What follows belongs to an exercise in optimizing a design on an open flow for small area, a short achievable clock period and few clock cycles per item; a production flow would make more cautious choices. The RTL was checked by simulation tests, not by an equivalence proof against the original design. Power is estimated from default activity; no workload was simulated.

==> flow/config.mk <==
export PLATFORM = sky130hd
export DESIGN_NAME = lac_gscale
export DESIGN_NICKNAME = lac_gscale
export VERILOG_FILES = /design/flow/design.v
export SDC_FILE = /design/flow/constraint.sdc
export NUM_CORES = 4
export LEC_CHECK = 0
export CAP_MARGIN = 20
export CORE_MARGIN = 2
export CORE_UTILIZATION = 40
export SLEW_MARGIN = 20
==> flow/design.v <==
module fp32_add (
    input  wire [31:0] a,
    input  wire [31:0] b,
    output reg  [31:0] y
);
    wire a_nan = (a[30:23] == 8'hFF) && (a[22:0] != 0);
    wire b_nan = (b[30:23] == 8'hFF) && (b[22:0] != 0);
    wire a_inf = (a[30:23] == 8'hFF) && (a[22:0] == 0);
    wire b_inf = (b[30:23] == 8'hFF) && (b[22:0] == 0);
    wire        swap = (b[30:0] > a[30:0]);
    wire [31:0] p    = swap ? b : a;
    wire [31:0] q    = swap ? a : b;
    wire [7:0]  ep   = (p[30:23] == 0) ? 8'd1 : p[30:23];
    wire [7:0]  eq   = (q[30:23] == 0) ? 8'd1 : q[30:23];
    wire [23:0] mp   = {p[30:23] != 0, p[22:0]};
    wire [23:0] mq   = {q[30:23] != 0, q[22:0]};
    wire [7:0]  d    = ep - eq;
    wire        sub  = p[31] ^ q[31];
    wire [26:0] qx = {mq, 3'b000};
    reg  [26:0] qa;
    always @* begin
        if (d > 8'd26)
            qa = {26'd0, (mq != 0)};
        else
            qa = (qx >> d) | {26'd0, ((qx & ((27'd1 << d) - 27'd1)) != 0)};
    end
    wire [27:0] px  = {1'b0, mp, 3'b000};
    wire [27:0] sum = sub ? (px - {1'b0, qa}) : (px + {1'b0, qa});
    reg [27:0] n;
    reg [8:0]  e;
    reg [4:0]  lz;
    reg        found;
    integer i;
    always @* begin
        n = sum;
        e = {1'b0, ep};
        lz = 5'd0;
        found = 1'b0;
        if (sum[27]) begin
            n = {1'b0, sum[27:2], sum[1] | sum[0]};
            e = e + 9'd1;
        end else begin
            for (i = 26; i >= 0; i = i - 1)
                if (!found) begin
                    if (sum[i]) found = 1'b1;
                    else lz = lz + 5'd1;
                end
            if ({4'b0, lz} > e - 9'd1) begin
                n = sum << (e - 9'd1);
                e = 9'd1;
            end else begin
                n = sum << lz;
                e = e - {4'b0, lz};
            end
        end
    end
    wire [7:0]  e_field = n[26] ? e[7:0] : 8'd0;
    wire        guard   = n[2];
    wire        sticky  = n[1] | n[0];
    wire        rup     = guard & (sticky | n[3]);
    wire [30:0] packed_r  = {e_field, n[25:3]};
    wire [30:0] rounded = packed_r + {30'd0, rup};
    always @* begin
        if (a_nan || b_nan || (a_inf && b_inf && (a[31] != b[31])))
            y = 32'h7FC00000;
        else if (a_inf)
            y = a;
        else if (b_inf)
            y = b;
        else if (sum == 0)
            y = {a[31] & b[31], 31'd0};
        else if (e > 9'd254)
            y = {p[31], 8'hFF, 23'd0};
        else
            y = {p[31], rounded};
    end
endmodule
module lac_gscale (
    input  wire        clk,
    input  wire        rst_n,
    input  wire        in_valid,
    output wire        in_ready,
    input  wire [31:0] in_r0,
    output reg         out_valid,
    input  wire        out_ready,
    output reg  [31:0] out_s
);
    localparam [31:0] EPS = 32'h3A800000;
    localparam [2:0] S_IDLE = 3'd0,
                     S_ADD  = 3'd1,
                     S_SQRT = 3'd2,
                     S_DINIT = 3'd3,
                     S_DIV  = 3'd4,
                     S_DONE = 3'd5;
    reg  [2:0]  state;
    reg  [31:0] r0;
    wire [31:0] x;       
    fp32_add u_add (.a(r0), .b(EPS), .y(x));
    reg  [31:0] q;       
    reg  [4:0]  cnt;
    reg  [49:0] rad;     
    reg  [26:0] rem;     
    reg  [24:0] root;
    reg  signed [9:0] e_sqrt;
    wire [28:0] rem_sh  = {rem, rad[49:48]};
    wire [28:0] trial   = {2'b00, root, 2'b01};
    wire        sq_ge   = (rem_sh >= trial);
    reg  [25:0] quo;
    reg  [24:0] drem;
    reg  [23:0] dvs;
    wire [24:0] drem_sh = {drem[23:0], 1'b0};
    wire        dv_ge   = (drem_sh >= {1'b0, dvs});
    wire        sq_st   = (rem != 0);
    wire        sq_rup  = root[0] & (sq_st | root[1]);
    wire [24:0] sq_rnd  = {1'b0, root[24:1]} + {24'd0, sq_rup};
    wire [8:0]  sq_ebias = e_sqrt + 10'sd127 + {9'd0, sq_rnd[24]};
    wire [31:0] sq_res  = {1'b0, sq_ebias[7:0], sq_rnd[24] ? sq_rnd[23:1] : sq_rnd[22:0]};
    wire        q_exact = quo[25];
    wire        dv_st   = (drem != 0);
    wire        dv_rup  = quo[0] & (dv_st | quo[1]);
    wire [24:0] dv_rnd  = {1'b0, quo[24:1]} + {24'd0, dv_rup};
    wire signed [9:0] eq = $signed({2'b0, q[30:23]}) - 10'sd127;
    wire signed [9:0] e_div = (q_exact ? -eq : (-eq - 10'sd1)) + 10'sd127 + {9'd0, dv_rnd[24]};
    wire [22:0] dv_frac = q_exact ? 23'd0 : (dv_rnd[24] ? dv_rnd[23:1] : dv_rnd[22:0]);
    wire [31:0] dv_res  = {1'b0, e_div[7:0], dv_frac};
    assign in_ready = (state == S_IDLE);
    always @(posedge clk) begin
        if (!rst_n) begin
            state <= S_IDLE;
            out_valid <= 1'b0;
        end else begin
            case (state)
            S_IDLE: begin
                if (in_valid) begin
                    r0 <= in_r0;
                    state <= S_ADD;
                end
            end
            S_ADD: begin
                if (((x[30:23] == 8'hFF) && (x[22:0] != 0)) || (x[31] && x[30:0] != 0)) begin
                    out_s <= 32'h7FC00000;
                    out_valid <= 1'b1;
                    state <= S_DONE;
                end else if (x[30:0] == 0) begin
                    out_s <= 32'h7F800000;           
                    out_valid <= 1'b1;
                    state <= S_DONE;
                end else if (x[30:23] == 8'hFF) begin
                    out_s <= 32'h00000000;           
                    out_valid <= 1'b1;
                    state <= S_DONE;
                end else begin
                    if (x[23] == 1'b0) begin         
                        rad <= {1'b1, x[22:0], 26'd0};
                        e_sqrt <= ($signed({2'b0, x[30:23]}) - 10'sd128) >>> 1;
                    end else begin
                        rad <= {1'b0, 1'b1, x[22:0], 25'd0};
                        e_sqrt <= ($signed({2'b0, x[30:23]}) - 10'sd127) >>> 1;
                    end
                    rem <= 27'd0;
                    root <= 25'd0;
                    cnt <= 5'd0;
                    state <= S_SQRT;
                end
            end
            S_SQRT: begin
                rad <= {rad[47:0], 2'b00};
                if (sq_ge) begin
                    rem  <= rem_sh[26:0] - trial[26:0];
                    root <= {root[23:0], 1'b1};
                end else begin
                    rem  <= rem_sh[26:0];
                    root <= {root[23:0], 1'b0};
                end
                cnt <= cnt + 5'd1;
                if (cnt == 5'd24)
                    state <= S_DINIT;
            end
            S_DINIT: begin
                q <= sq_res;
                dvs <= {1'b1, sq_res[22:0]};
                drem <= 25'h0400000;
                quo <= 26'd0;
                cnt <= 5'd0;
                state <= S_DIV;
            end
            S_DIV: begin
                if (dv_ge) begin
                    drem <= drem_sh - {1'b0, dvs};
                    quo  <= {quo[24:0], 1'b1};
                end else begin
                    drem <= drem_sh;
                    quo  <= {quo[24:0], 1'b0};
                end
                cnt <= cnt + 5'd1;
                if (cnt == 5'd25)
                    state <= S_DONE;
            end
            S_DONE: begin
                if (!out_valid) begin
                    out_s <= dv_res;
                    out_valid <= 1'b1;
                end else if (out_ready) begin
                    out_valid <= 1'b0;
                    state <= S_IDLE;
                end
            end
            default: state <= S_IDLE;
            endcase
        end
    end
endmodule
==> flow/run.sh <==
#!/bin/bash
# synth_recipe.tcl (not shown) runs the flow's synth.tcl, then flattens the netlist and writes it again
# the make line also repeats each setting of config.mk as NAME=value (left out here)
make -C /OpenROAD-flow-scripts/flow DESIGN_CONFIG=/design/flow/config.mk WORK_HOME=/design/flow/orfs CLKGATE_MAP_FILE= SYNTH_SCRIPT=/design/flow/synth_recipe.tcl finish
==> flow/constraint.sdc <==
create_clock -name core_clock -period 30.0 [get_ports {clk}]
set_input_delay 6.0000 -clock core_clock [delete_from_list [all_inputs] [get_ports {clk}]]
set_output_delay 6.0000 -clock core_clock [all_outputs]
set_load 0.01 [all_outputs]
==> results.txt <==
synth_stat cells, types with 8 or more instances:
master / instances
a2111oi_0: 8
a211oi_1: 27
a21boi_0: 14
a21o_1: 79
a21oi_1: 241
a31oi_1: 32
and2_1: 72
and3_1: 83
and4_1: 12
buf_1: 20
buf_2: 17
clkbuf_1: 110
edfxtp_1: 235
ha_1: 148
inv_1: 159
mux2_2: 28
mux2i_1: 114
mux4_2: 10
nand2_1: 325
nand2b_1: 45
nand3_1: 90
nand4_1: 51
nor2_1: 371
nor2b_1: 29
nor3_1: 84
nor3b_1: 13
nor4_1: 37
o2111ai_1: 11
o211a_1: 9
o211ai_1: 24
o21a_1: 24
o21ai_0: 196
o21ai_1: 13
o21bai_1: 17
o22ai_1: 11
o31ai_1: 25
or2_2: 16
or3_1: 29
or4_1: 15
xnor2_1: 127
xor2_1: 85
flip-flops by register name, summed over array words and instances, names as in the netlist:
signal	flops
root	25
r0	32
state	3
cnt	5
rad	25
e_sqrt	8
quo	26
rem	27
q	31
out_valid	1
out_s	31
drem	25
per-stage QoR:
step | hold slack (ps) | setup slack (ps)
global placement | 504 | 1430
CTS | 526 | 1010
floorplan | 496 | 532
finish | 528 | 1990
detailed placement | 506 | 1140
global route | 539 | 25.9
what timing repair did:
item | 4_1_cts | 5_1_grt
buffers inserted | 0 | 7
gates resized for setup | 0 | 17
endpoints found under the setup margin | 0 | 141
hold endpoints to repair | 0 | 0
cell usage in the layout (no fill, tap or decap), types with 10 or more instances in the layout:
cell	netlist	routed
o22ai_1	11	11
o2111ai_1	11	11
nor2b_1	29	29
mux2_2	28	28
a31oi_1	32	30
xor2_1	85	83
o21bai_1	17	17
a21oi_1	241	238
clkdlybuf4s50_1	0	68
and3_1	83	82
inv_1	159	159
o31ai_1	25	24
o21a_1	24	24
a21o_1	79	79
o21ai_0	196	195
nand2b_1	45	45
buf_4	4	51
nor3_1	84	83
nor4_1	37	37
o211ai_1	24	24
clkbuf_16	0	29
o21ai_1	13	14
nand3_1	90	90
a21boi_0	14	14
or2_2	16	16
nand2_1	325	325
nand4_1	51	51
and2_1	72	71
nor3b_1	13	13
a211oi_1	27	26
edfxtp_1	235	235
nor2_1	371	368
mux4_2	10	10
xnor2_1	127	125
ha_1	148	148
or4_1	15	15
or3_1	29	28
mux2i_1	114	114
and4_1	12	12
final cells by class:
| cell class | count | area (sq um) | share of cell area, % |
|---|---|---|---|
| clock inverters | 24 | 347 | 1.20 |
| clock buffers | 30 | 729 | 2.52 |
| multi-input cells | 2699 | 17900 | 61.9 |
| inverters | 166 | 623 | 2.15 |
| well taps | 855 | 1070 | 3.70 |
| repair buffers | 123 | 1110 | 3.83 |
| flip-flops and latches | 239 | 7140 | 24.7 |
routing by layer:
metal | track usage (%) | vias to the layer above | wire (microns)
met5 | 0 | - | 0
met1 | 30.5 | 11500 | 35400
met4 | 7.44 | 0 | 2650
met2 | 38.9 | 824 | 37000
met3 | 3.68 | 172 | 5230
li1 | - | 11900 | -
cells by family after synthesis:
kind of cell | Yosys count | synth area share [%]
adders and majority gates | 155 | 7.50
DFF | 239 | 27.3
AOI/OAI and AO/OA | 858 | 21.5
xor gates and xnor gates | 221 | 7.81
buffers and inverters | 321 | 4.84
muxes | 155 | 6.57
and+or+nand+nor | 1307 | 24.5
other | 2 | 0.0287
report_power, final:
group	switching (W)	internal (W)
sequential	0.0000417	0.000456
clock	0.000155	0.000240
combinational	0.00100	0.000567
total	0.00120	0.00126
final timing paths:
path          endpoint  slack, ps  cells after the start
max          out_s[26]       1990                    118
min            rad[29]        530                      2
max reg2reg  out_s[26]       1990                    118
min reg2reg    rad[29]        530                      2
critical path, delay by kind of cell, from the launching register on:
| kind | cells | cell delay [ps] |
|---|---|---|
| compound gates | 37 | 8150 |
| fa+ha+maj | 26 | 7880 |
| buf+inv | 9 | 1810 |
| flops | 1 | 540 |
| mux | 12 | 2450 |
| simple gates | 34 | 6780 |
==> results.txt <==
endpoints failing setup 0; pwr/cell area 85.2 mW/mm^2; layout cells sized above 1 just under 7%; GPL Wtd Cong 0.981; post-route cell area about 0.029 sq mm; initial DRC count 2151; Clock Latency Late Sink 590 ps; ant diodes 0; crit path DAT 28260 ps; fill cell count around 6600; Detailed Place HPWL 61600 microns; Synth Instances roughly 3300; core area around 0.065 sq mm; Setup crit start r0[26]; startpoint types register; num rows 93; CP endpoint kind register; Leakage 11.7 nW; post-layout min period between 20000 and 30000 ps; worst slew pin tran 1040 ps; antenna violations before repair 0; WL final 80200 microns; DR vias 24400; outcome finished clean; Final Cycle Share 93.4%; IO Count 70; CTS root buffer clkbuf_16; most frequent CP cell ha_1; endpoints failing hold 0; clk sinks 239; H-tree depth 1; Via density 5.90; Overflow after GRT 0; die area between 0.06 and 0.07 sq mm; Final Slew Violations 0; skew final 17.0 ps; Synth async-reset ratio 0%; Die X between 200 and 300 microns; hold_sp rad[27]; RSZ-0062 raised after global routing no; Die Ht 260 microns; Core Util, Final 44.8%; Netlist cell types between 100 and 150; total CTS buffers 29; critical path class register to register; DRC violations left 0; syn avg cell area 8.03 sq um; synth top area cells edfxtp_1 27%, ha_1 7.1%, nor2_1 5.3%; Synth top area share 27.0%; Worst Hold Class register to register; I/O Buffers 68; register area share after synthesis 27.3%; Area growth syn-to-layout 10.6%; max_cap viols 0; antenna-violating nets left 0; WL/cell around 19 microns; global-route wire length before repair 127000 microns; drt pass-1 iters 6; Post-CTS Hold Buffers 0; Nets 3446; Reg clk slew, reported paths 60 ps; placed cell count 4075; Cell Area, Placed about 0.028 sq mm; Post-synth EDFFs around 240; top cell type by total area after synthesis edfxtp_1; fmax 35.7 MHz; Syn. warnings 2; Tot GR Track Use 23.2%; Crit Path Max Fanout 31; CP max stage delay 580 ps; post-route total power about 0.0025 W; Worst path slowest cell or4_1; synthesized area 0.0261 sq mm; count of non-filler cells in the finished layout 4136; Peak VDD IR 0.0518 mV; largest net degree at the start of global routing 78; Main synth FF type edfxtp_1; vias in the first global route roughly 23000; Reg-to-Reg Start r0[26]; CTS tree done; Starting Density 40.5%; #FFs+latches synth 239; clock buffer depth 3; normalized max-slew margin 30.6%; setup_tns 0 ps; Worst Path Required 30250 ps
Testbench counts, summed over its fixed seeds: cycles 134,400, items 2,400.

separate check: timing with driven ports:
In the flow no input, the clock included, has a driving cell. The finished layout below was timed again as built, in two steps.
Step 1: set_driving_cell puts a clkbuf_16 on clk and a buf_2 on each other input, an assumption about the parent block.
Step 2 also shifts input and output timing later by t, the mid clock arrival at the registers, as if the neighbouring blocks saw the same clock.
Slacks: no drivers / after step 1 / after step 2; pairs: no drivers / after step 1.
t (ns): 0.646
slack for setup (ns): 1.989 / 1.989 / 1.989
worst setup path after step 2: register to register
worst data-port slew with drivers (ns): 0.05
pins driven straight from the clock port: 1
After both steps setup and hold are still met in this run. The setup slack of this run moves by 0.000 ns with the drivers and by 0.000 ns with both steps.
